Context: an optimization exercise on an open-source flow, tuned for small area. The choices shown serve that exercise and are no tape-out recipe.

==> 04-19: inputs <==
Design jnr10_core, start of the top module:
module jnr10_core (
    input  wire        clk,
    input  wire        rst,           
    output reg         mem_req,
    output reg         mem_we,
    output wire [15:0] mem_addr,
    output wire [7:0]  mem_wdata,
    input  wire        mem_ready,
    input  wire [7:0]  mem_rdata,
    output wire        halted,
    output wire        faulted,
    output wire [1:0]  fault_kind,    
    output wire [15:0] fault_info,
    input  wire [3:0]  dbg_sel,       
    output wire [15:0] dbg_data
);
clock: 10.0 ns
lec_check: 0
abc_area: 1
cap_margin: 20
core_margin: 2
core_utilization: 40
place_density: 0.6
slew_margin: 20
run.sh (not shown) runs the stock make flow with config.mk's settings and CLKGATE_MAP_FILE= SYNTH_SCRIPT=/design/flow/synth_recipe.tcl, a recipe that flattens the netlist after the stock synthesis.
==> 05-12: changes against 04-19 <==
--- a/flow/design.v
+++ b/flow/design.v
@@ -18,18 +18,18 @@
                OP_STORE = 5'h04, OP_ADD  = 5'h05, OP_SUB  = 5'h06, OP_AND  = 5'h07,
                OP_OR    = 5'h08, OP_XOR  = 5'h09, OP_CMP  = 5'h0A, OP_SHL  = 5'h0B,
                OP_SHR   = 5'h0C, OP_JMP  = 5'h0D, OP_JZ   = 5'h0E, OP_JNZ  = 5'h0F,
                OP_JC    = 5'h10, OP_JNC  = 5'h11, OP_JN   = 5'h12, OP_CALL = 5'h13,
                OP_RET   = 5'h14, OP_PUSH = 5'h15, OP_POP  = 5'h16, OP_IN   = 5'h17,
                OP_OUT   = 5'h18;
-    localparam S_F0    = 5'd0,  S_F1    = 5'd1,  S_X0    = 5'd2,  S_X1   = 5'd3,
-               S_ESTK  = 5'd4,  S_EMA   = 5'd5,  S_EM3   = 5'd6,  S_IP0  = 5'd7,
-               S_IP1   = 5'd8,  S_EM4   = 5'd9,  S_ACHK  = 5'd10, S_ALU  = 5'd11,
-               S_SHF   = 5'd12, S_WL0   = 5'd13, S_WL1   = 5'd14, S_WL2  = 5'd15,
-               S_WL3   = 5'd16, S_PU5   = 5'd17, S_LD0   = 5'd18, S_LD1  = 5'd19,
-               S_PO3   = 5'd20, S_MVT   = 5'd21, S_J1    = 5'd22, S_J2   = 5'd23,
+    localparam S_FC    = 5'd0,  S_F0    = 5'd1,  S_F1    = 5'd2,  S_DEC  = 5'd3,
+               S_X0    = 5'd4,  S_X1    = 5'd5,  S_E     = 5'd6,  S_IP0  = 5'd7,
+               S_IP1   = 5'd8,  S_ACHK  = 5'd9,  S_ALU   = 5'd10, S_SHF  = 5'd11,
+               S_WL0   = 5'd12, S_WL1   = 5'd13, S_WL2   = 5'd14, S_WL3  = 5'd15,
+               S_PU5   = 5'd16, S_LD0   = 5'd17, S_LD1   = 5'd18, S_PO3  = 5'd19,
+               S_MVT   = 5'd20, S_J1    = 5'd21, S_J2    = 5'd22,
                S_HALT  = 5'd24, S_FA    = 5'd25, S_FI    = 5'd26, S_FS   = 5'd27,
                S_INIT0 = 5'd29, S_INIT1 = 5'd30, S_INIT2 = 5'd31;
     localparam P_SP = 4'd8, P_PC = 4'd9, P_ZERO = 4'd11;
     localparam Y_K = 2'd0, Y_T = 2'd1, Y_NT = 2'd2;
     reg [15:0] r0, r1, r2, r3, r4, r5, r6, r7;
     reg [15:0] sp, pc;
@@ -149,80 +149,77 @@
             end
             S_INIT2: begin                   
                 usel = P_SP;
                 kc   = 3'd1;
                 w_pc = 1'b1;
             end
-            S_F0: begin
+            S_FC: begin                      
                 usel = P_PC;
-                t_s  = 1'b1;                 
+                t_s  = 1'b1;
                 f_a  = s_ones;
-                mem_req = !s_ones;
+            end
+            S_F0: begin
+                usel = P_PC;
+                mem_req = 1'b1;
                 b_m  = 1'b1;
             end
             S_F1: begin
                 usel = P_PC;
                 kc   = 3'd1;
                 mem_req = 1'b1;
                 ir_ld = 1'b1;
                 t_m   = 1'b1;
             end
-            S_X0: begin                      
+            S_DEC: begin                     
                 usel = P_PC;
                 kc   = 3'd2;
                 f_i  = !legal;
-                if (legal && tw) begin
+                if (tw) begin
                     t_s = s_ones;
                     f_a = s_ones;
-                    mem_req = !s_ones;
-                    b_m = 1'b1;
                 end
             end
+            S_X0: begin
+                usel = P_PC;
+                kc   = 3'd2;
+                mem_req = tw;
+                b_m = 1'b1;
+            end
             S_X1: begin
                 usel = P_PC;
                 kc   = 3'd3;
                 mem_req = tw;
                 t_m = tw;
             end
-            S_ESTK: begin                    
-                usel = P_SP;
+            S_E: begin
+                if (c_stk || c_pop || c_ret)
+                    usel = P_SP;
+                else if (mode[1:0] == 2'b00)
+                    usel = {1'b0, rs};
+                ysel = (mode == 3'd0) ? Y_K : Y_T;
+                w_rd = c_mov;
+                t_s  = c_alu || c_pop || c_ret || (c_mem && (mode == 3'd4));
                 if (c_stk) begin
                     f_s = sp_low;
                     t_s = sp_low;
                 end
-                if (c_pop || c_ret) begin
+                if (c_pop || c_ret)
                     f_s = sp_high;
-                    t_s = 1'b1;
-                end
-            end
-            S_EMA: begin                     
-                usel = mode[0] ? P_ZERO : {1'b0, rs};
-                ysel = mode[0] ? Y_T : Y_K;
-                w_rd = c_mov;
-                t_s  = c_alu;
-            end
-            S_EM3: begin                     
-                ysel = Y_T;
-                f_a  = c_mem && (mode == 3'd3) && s_ones;
+                f_a = c_mem && (mode == 3'd3) && s_ones;
             end
             S_IP0: begin
                 ysel = Y_T;
                 mem_req = c_mem && (mode == 3'd3);
                 b_m = 1'b1;
             end
             S_IP1: begin
                 ysel = Y_T;
                 cin  = 1'b1;
                 mem_req = c_mem && (mode == 3'd3);
                 t_m = mem_req;
             end
-            S_EM4: begin                     
-                usel = {1'b0, rs};
-                ysel = Y_T;
-                t_s  = c_mem && (mode == 3'd4);
-            end
             S_ACHK: begin
                 ysel = Y_T;
                 f_a  = c_mem && ((c_in || c_out) ? !t_io : s_ones);
             end
             S_ALU: if (c_alu) begin
                 usel = {1'b0, rd};
@@ -335,13 +332,13 @@
             nst = S_FI;
         else if (f_s)
             nst = S_FS;
         else if (st == S_J1 && c_halt)
             nst = S_HALT;
         else if (st == S_J2)
-            nst = S_F0;
+            nst = S_FC;
         else
             nst = st + 5'd1;
         if (mem_req && !mem_ready) begin     
             t_m = 1'b0;
             b_m = 1'b0;
             ir_ld = 1'b0;
@@ -377,26 +374,31 @@
             3'd5:    kv = 16'hFFFE;
             3'd6:    kv = 16'hFFFF;
             default: kv = 16'h0000;
         endcase
     end
     wire [15:0] y = (ysel == Y_T) ? t : (ysel == Y_NT) ? ~t : kv;
-    wire [16:0] sum = {1'b0, p} + {1'b0, y} + {16'h0000, cin};
-    assign s = sum[15:0];
-    wire cout = sum[16];
-    reg [15:0] wb;
+    wire kill  = (wsrc == 3'd1) || (wsrc == 3'd2) || (wsrc == 3'd3);
+    wire sel_s = (wsrc == 3'd0) || (wsrc == 3'd2) || (wsrc == 3'd3);
+    wire sel_c = (wsrc == 3'd1) || (wsrc == 3'd2);
+    wire sel_l = (wsrc == 3'd4);
+    wire sel_r = (wsrc == 3'd5);
+    reg  [16:0] c;
+    reg  [15:0] sr;
+    integer i;
     always @(*) begin
-        case (wsrc)
-            3'd1:    wb = p & y;
-            3'd2:    wb = p | y;
-            3'd3:    wb = p ^ y;
-            3'd4:    wb = {s[14:0], 1'b0};
-            3'd5:    wb = {1'b0, s[15:1]};
-            default: wb = s;
-        endcase
+        c[0] = cin;
+        for (i = 0; i < 16; i = i + 1) begin
+            sr[i]    = p[i] ^ y[i] ^ (c[i] & !kill);
+            c[i + 1] = (p[i] & y[i]) | ((c[i] & !kill) & (p[i] ^ y[i]));
+        end
     end
+    assign s = sr;
+    wire cout = c[16];
+    wire [15:0] wb = ({16{sel_s}} & s) | ({16{sel_c}} & c[16:1])
+                   | ({16{sel_l}} & {s[14:0], 1'b0}) | ({16{sel_r}} & {1'b0, s[15:1]});
     wire f_z = (wb == 16'h0000);
     wire f_n = wb[15];
     wire f_c = fl_arith ? (cout ^ cin) : fl_shift ? ((op == OP_SHL) ? s[15] : s[0]) : 1'b0;
     wire f_v = fl_arith ? ((p[15] == y[15]) && (s[15] != p[15])) : 1'b0;
     assign mem_addr  = s;
     assign mem_wdata = b;
==> flow/flow/run.sh (new file) <==
#!/bin/bash
# Standard ORFS layout; only the port buffers use the smallest buffer cell.
export BUFFER_PORTS_ARGS="-buffer_cell sky130_fd_sc_hd__buf_1"
bash standard.sh > standard.log 2>&1
==> flow/standard.sh (new file) <==
#!/bin/bash
# synth_recipe.tcl (not shown) runs the flow's synth.tcl, then flattens the netlist and writes it again
# the make line also repeats each setting of config.mk as NAME=value (left out here)
make -C /OpenROAD-flow-scripts/flow DESIGN_CONFIG=/design/flow/config.mk WORK_HOME=/design/flow/orfs CLKGATE_MAP_FILE= SYNTH_SCRIPT=/design/flow/synth_recipe.tcl "${@:-finish}"
removed: flow/run.sh
==> 06-13: changes against 04-19 <==
--- a/flow/design.v
+++ b/flow/design.v
@@ -18,24 +18,26 @@
                OP_STORE = 5'h04, OP_ADD  = 5'h05, OP_SUB  = 5'h06, OP_AND  = 5'h07,
                OP_OR    = 5'h08, OP_XOR  = 5'h09, OP_CMP  = 5'h0A, OP_SHL  = 5'h0B,
                OP_SHR   = 5'h0C, OP_JMP  = 5'h0D, OP_JZ   = 5'h0E, OP_JNZ  = 5'h0F,
                OP_JC    = 5'h10, OP_JNC  = 5'h11, OP_JN   = 5'h12, OP_CALL = 5'h13,
                OP_RET   = 5'h14, OP_PUSH = 5'h15, OP_POP  = 5'h16, OP_IN   = 5'h17,
                OP_OUT   = 5'h18;
-    localparam S_F0    = 5'd0,  S_F1    = 5'd1,  S_X0    = 5'd2,  S_X1   = 5'd3,
-               S_ESTK  = 5'd4,  S_EMA   = 5'd5,  S_EM3   = 5'd6,  S_IP0  = 5'd7,
-               S_IP1   = 5'd8,  S_EM4   = 5'd9,  S_ACHK  = 5'd10, S_ALU  = 5'd11,
-               S_SHF   = 5'd12, S_WL0   = 5'd13, S_WL1   = 5'd14, S_WL2  = 5'd15,
-               S_WL3   = 5'd16, S_PU5   = 5'd17, S_LD0   = 5'd18, S_LD1  = 5'd19,
-               S_PO3   = 5'd20, S_MVT   = 5'd21, S_J1    = 5'd22, S_J2   = 5'd23,
+    localparam S_FC    = 5'd0,  S_F0    = 5'd1,  S_F1    = 5'd2,  S_DEC  = 5'd3,
+               S_X0    = 5'd4,  S_X1    = 5'd5,  S_E     = 5'd6,  S_IP0  = 5'd7,
+               S_IP1   = 5'd8,  S_ACHK  = 5'd9,  S_ALU   = 5'd10, S_SHF  = 5'd11,
+               S_WL0   = 5'd12, S_WL1   = 5'd13, S_WL2   = 5'd14, S_WL3  = 5'd15,
+               S_PU5   = 5'd16, S_LD0   = 5'd17, S_LD1   = 5'd18, S_PO3  = 5'd19,
+               S_MVT   = 5'd20, S_J1    = 5'd21, S_J2    = 5'd22,
                S_HALT  = 5'd24, S_FA    = 5'd25, S_FI    = 5'd26, S_FS   = 5'd27,
                S_INIT0 = 5'd29, S_INIT1 = 5'd30, S_INIT2 = 5'd31;
     localparam P_SP = 4'd8, P_PC = 4'd9, P_ZERO = 4'd11;
     localparam Y_K = 2'd0, Y_T = 2'd1, Y_NT = 2'd2;
     reg [15:0] r0, r1, r2, r3, r4, r5, r6, r7;
-    reg [15:0] sp, pc;
+    reg [15:0] pc;
+    reg [14:1] sp_r;
+    wire [15:0] sp = {1'b0, sp_r, 1'b1};
     reg [3:0]  flags;            
     reg [4:0]  st;
     reg [15:0] ir;
     reg [15:0] t;
     reg [7:0]  b;
     wire [4:0] op   = ir[15:11];
@@ -149,80 +151,77 @@
             end
             S_INIT2: begin                   
                 usel = P_SP;
                 kc   = 3'd1;
                 w_pc = 1'b1;
             end
-            S_F0: begin
+            S_FC: begin                      
                 usel = P_PC;
-                t_s  = 1'b1;                 
+                t_s  = 1'b1;
                 f_a  = s_ones;
-                mem_req = !s_ones;
+            end
+            S_F0: begin
+                usel = P_PC;
+                mem_req = 1'b1;
                 b_m  = 1'b1;
             end
             S_F1: begin
                 usel = P_PC;
                 kc   = 3'd1;
                 mem_req = 1'b1;
                 ir_ld = 1'b1;
                 t_m   = 1'b1;
             end
-            S_X0: begin                      
+            S_DEC: begin                     
                 usel = P_PC;
                 kc   = 3'd2;
                 f_i  = !legal;
-                if (legal && tw) begin
+                if (tw) begin
                     t_s = s_ones;
                     f_a = s_ones;
-                    mem_req = !s_ones;
-                    b_m = 1'b1;
                 end
             end
+            S_X0: begin
+                usel = P_PC;
+                kc   = 3'd2;
+                mem_req = tw;
+                b_m = 1'b1;
+            end
             S_X1: begin
                 usel = P_PC;
                 kc   = 3'd3;
                 mem_req = tw;
                 t_m = tw;
             end
-            S_ESTK: begin                    
-                usel = P_SP;
+            S_E: begin
+                if (c_stk || c_pop || c_ret)
+                    usel = P_SP;
+                else if (mode[1:0] == 2'b00)
+                    usel = {1'b0, rs};
+                ysel = (mode == 3'd0) ? Y_K : Y_T;
+                w_rd = c_mov;
+                t_s  = c_alu || c_pop || c_ret || (c_mem && (mode == 3'd4));
                 if (c_stk) begin
                     f_s = sp_low;
                     t_s = sp_low;
                 end
-                if (c_pop || c_ret) begin
+                if (c_pop || c_ret)
                     f_s = sp_high;
-                    t_s = 1'b1;
-                end
-            end
-            S_EMA: begin                     
-                usel = mode[0] ? P_ZERO : {1'b0, rs};
-                ysel = mode[0] ? Y_T : Y_K;
-                w_rd = c_mov;
-                t_s  = c_alu;
-            end
-            S_EM3: begin                     
-                ysel = Y_T;
-                f_a  = c_mem && (mode == 3'd3) && s_ones;
+                f_a = c_mem && (mode == 3'd3) && s_ones;
             end
             S_IP0: begin
                 ysel = Y_T;
                 mem_req = c_mem && (mode == 3'd3);
                 b_m = 1'b1;
             end
             S_IP1: begin
                 ysel = Y_T;
                 cin  = 1'b1;
                 mem_req = c_mem && (mode == 3'd3);
                 t_m = mem_req;
             end
-            S_EM4: begin                     
-                usel = {1'b0, rs};
-                ysel = Y_T;
-                t_s  = c_mem && (mode == 3'd4);
-            end
             S_ACHK: begin
                 ysel = Y_T;
                 f_a  = c_mem && ((c_in || c_out) ? !t_io : s_ones);
             end
             S_ALU: if (c_alu) begin
                 usel = {1'b0, rd};
@@ -335,13 +334,13 @@
             nst = S_FI;
         else if (f_s)
             nst = S_FS;
         else if (st == S_J1 && c_halt)
             nst = S_HALT;
         else if (st == S_J2)
-            nst = S_F0;
+            nst = S_FC;
         else
             nst = st + 5'd1;
         if (mem_req && !mem_ready) begin     
             t_m = 1'b0;
             b_m = 1'b0;
             ir_ld = 1'b0;
@@ -407,13 +406,13 @@
         if (rsel[2]) r2 <= wb;
         if (rsel[3]) r3 <= wb;
         if (rsel[4]) r4 <= wb;
         if (rsel[5]) r5 <= wb;
         if (rsel[6]) r6 <= wb;
         if (rsel[7]) r7 <= wb;
-        if (w_sp) sp <= wb;
+        if (w_sp) sp_r <= wb[14:1];
         if (w_pc) pc <= wb;
         if (ir_ld) ir <= {mem_rdata, b};
         if (t_s)
             t <= s;
         else if (t_m)
             t <= {mem_rdata, b};
==> flow/flow/run.sh (new file) <==
#!/bin/bash
# Standard ORFS layout, except that ABC maps with an area-oriented script
# (flow/area.abc) instead of abc_area.script. Each tool's output goes to
# standard.log.
set -e
here=$PWD
{
  head -n 1 synth_recipe.tcl
  cat <<'EOT'
proc abc {args} {
  set i [lsearch -exact $args -script]
  if {$i >= 0} { lset args [expr {$i + 1}] $::env(MY_ABC_SCRIPT) }
  yosys abc {*}$args
}
EOT
  tail -n +2 synth_recipe.tcl
} > my_synth.tcl
export MY_ABC_SCRIPT=$here/flow/area.abc
bash standard.sh SYNTH_SCRIPT=$here/my_synth.tcl finish > standard.log 2>&1
==> flow/flow/area.abc (new file) <==
&get -n
&st
&dch
&nf -R 1000
&put
==> flow/standard.sh (new file) <==
#!/bin/bash
# synth_recipe.tcl (not shown) runs the flow's synth.tcl, then flattens the netlist and writes it again
# the make line also repeats each setting of config.mk as NAME=value (left out here)
make -C /OpenROAD-flow-scripts/flow DESIGN_CONFIG=/design/flow/config.mk WORK_HOME=/design/flow/orfs CLKGATE_MAP_FILE= SYNTH_SCRIPT=/design/flow/synth_recipe.tcl "${@:-finish}"
CTS_BUF_LIST = sky130_fd_sc_hd__clkbuf_8   (was default)
CTS_CLUSTER_SIZE = 20   (was default)
removed: flow/run.sh
==> notes.md <==
* Post-Route Utilization at between 50% and 60%
* Most frequently used cell type in the post-synthesis netlist: sky130_fd_sc_hd__nand2_1
* Final sequential cell count at roughly 210
* Biggest fanout along the worst timing path at 4
* Met2 track utilization from global routing at between 40% and 50%
* Top cells by instance count after synthesis: 259 x sky130_fd_sc_hd__nand2_1, 198 x sky130_fd_sc_hd__edfxtp_1, 182 x sky130_fd_sc_hd__nor2_1
* Area added between synthesis and finish at 34.64%
* Status: finished with violations
* Worst setup slack after layout at -2.626 ns
* # setup viols final at between 80 and 90
* Reasons for failing layout checks: negative setup slack
* Commonest cells after routing, fill and taps aside: 250 x sky130_fd_sc_hd__buf_4, 243 x sky130_fd_sc_hd__nand2_1, 198 x sky130_fd_sc_hd__edfxtp_1
The numbers above come from 05-12.

==> notes.md <==
* Status: no timing/DRC/antenna violations
* Biggest fanout along the worst timing path at 10
* Area added between synthesis and finish at 18.13%
* Top Layer Used: met4
* Worst setup slack after layout at 0.5166 ns
* Final sequential cell count at between 200 and 250
* Post-Route Utilization at 48.18%
* # setup viols final at 0
* Kind of cell with the highest combined delay on the critical path: simple AND/OR/NAND/NOR gates
* Top cells by instance count after synthesis: 348 x sky130_fd_sc_hd__nand2_1, 198 x sky130_fd_sc_hd__edfxtp_1, 183 x sky130_fd_sc_hd__inv_1
* Most frequently used cell type in the post-synthesis netlist: sky130_fd_sc_hd__nand2_1
The numbers above come from 04-19.

==> notes.md <==
* Final sequential cell count at 205
* Area of the core at roughly 0.027 mm2
* Met2 track utilization from global routing at between 30 and 40%
* Worst setup slack after layout at 0.4327 ns
* Status: no timing/DRC/antenna violations
* Number of global-route vias before repair at approximately 8700
* Inst Count DP at 1474
* Top Layer Used: met4
* Commonest cells after routing, fill and taps aside: 196 x sky130_fd_sc_hd__edfxtp_1, 118 x sky130_fd_sc_hd__nand2_1, 79 x sky130_fd_sc_hd__a21oi_1
* Biggest fanout along the worst timing path at 9
* Post-Route Utilization at 49.40%
* Initial cell density of the core at 40.51%
* Top cells by instance count after synthesis: 196 x sky130_fd_sc_hd__edfxtp_1, 118 x sky130_fd_sc_hd__nand2_1, 79 x sky130_fd_sc_hd__a21oi_1
* Filler instances at between 2000 and 3000
* Area added between synthesis and finish at 21.95%
* Register area at a little over 0.006 mm2
* Most frequently used cell type in the post-synthesis netlist: sky130_fd_sc_hd__edfxtp_1
The numbers above come from 06-13.

No run of this note included a check of the RTL's function; only the layout flow was run.

==> re-timing with driven ports <==
The results above use ideal ports. As a check the final layouts listed here were re-extracted and re-timed, cells and wires unchanged. Step 1 (the two cells are an assumption about what drives the block):
set clk [get_ports {clk}]
set_driving_cell -lib_cell sky130_fd_sc_hd__clkbuf_16 $clk
set_driving_cell -lib_cell sky130_fd_sc_hd__buf_2 [delete_from_list [all_inputs] $clk]
Step 2 times the ports against the registers' clock, not the clock port: input delays grow and output delays shrink by t, the midpoint of the rising clock arrivals with the driver on. Three values: ideal, step 1, step 2; two values: the first two.
run | t, ns | setup WS [ns] | cell pins on the clock port's net
04-19 | 0.593 | 0.517 / 0.477 / 0.477 | 1
05-12 | 0.583 | -2.626 / -2.651 / -2.651 | 1
06-13 | 0.575 | 0.433 / 0.388 / 0.464 | 1
The setup slack of 04-19, which loses most, moves by -0.040 ns with the drivers and by -0.040 ns with both steps.
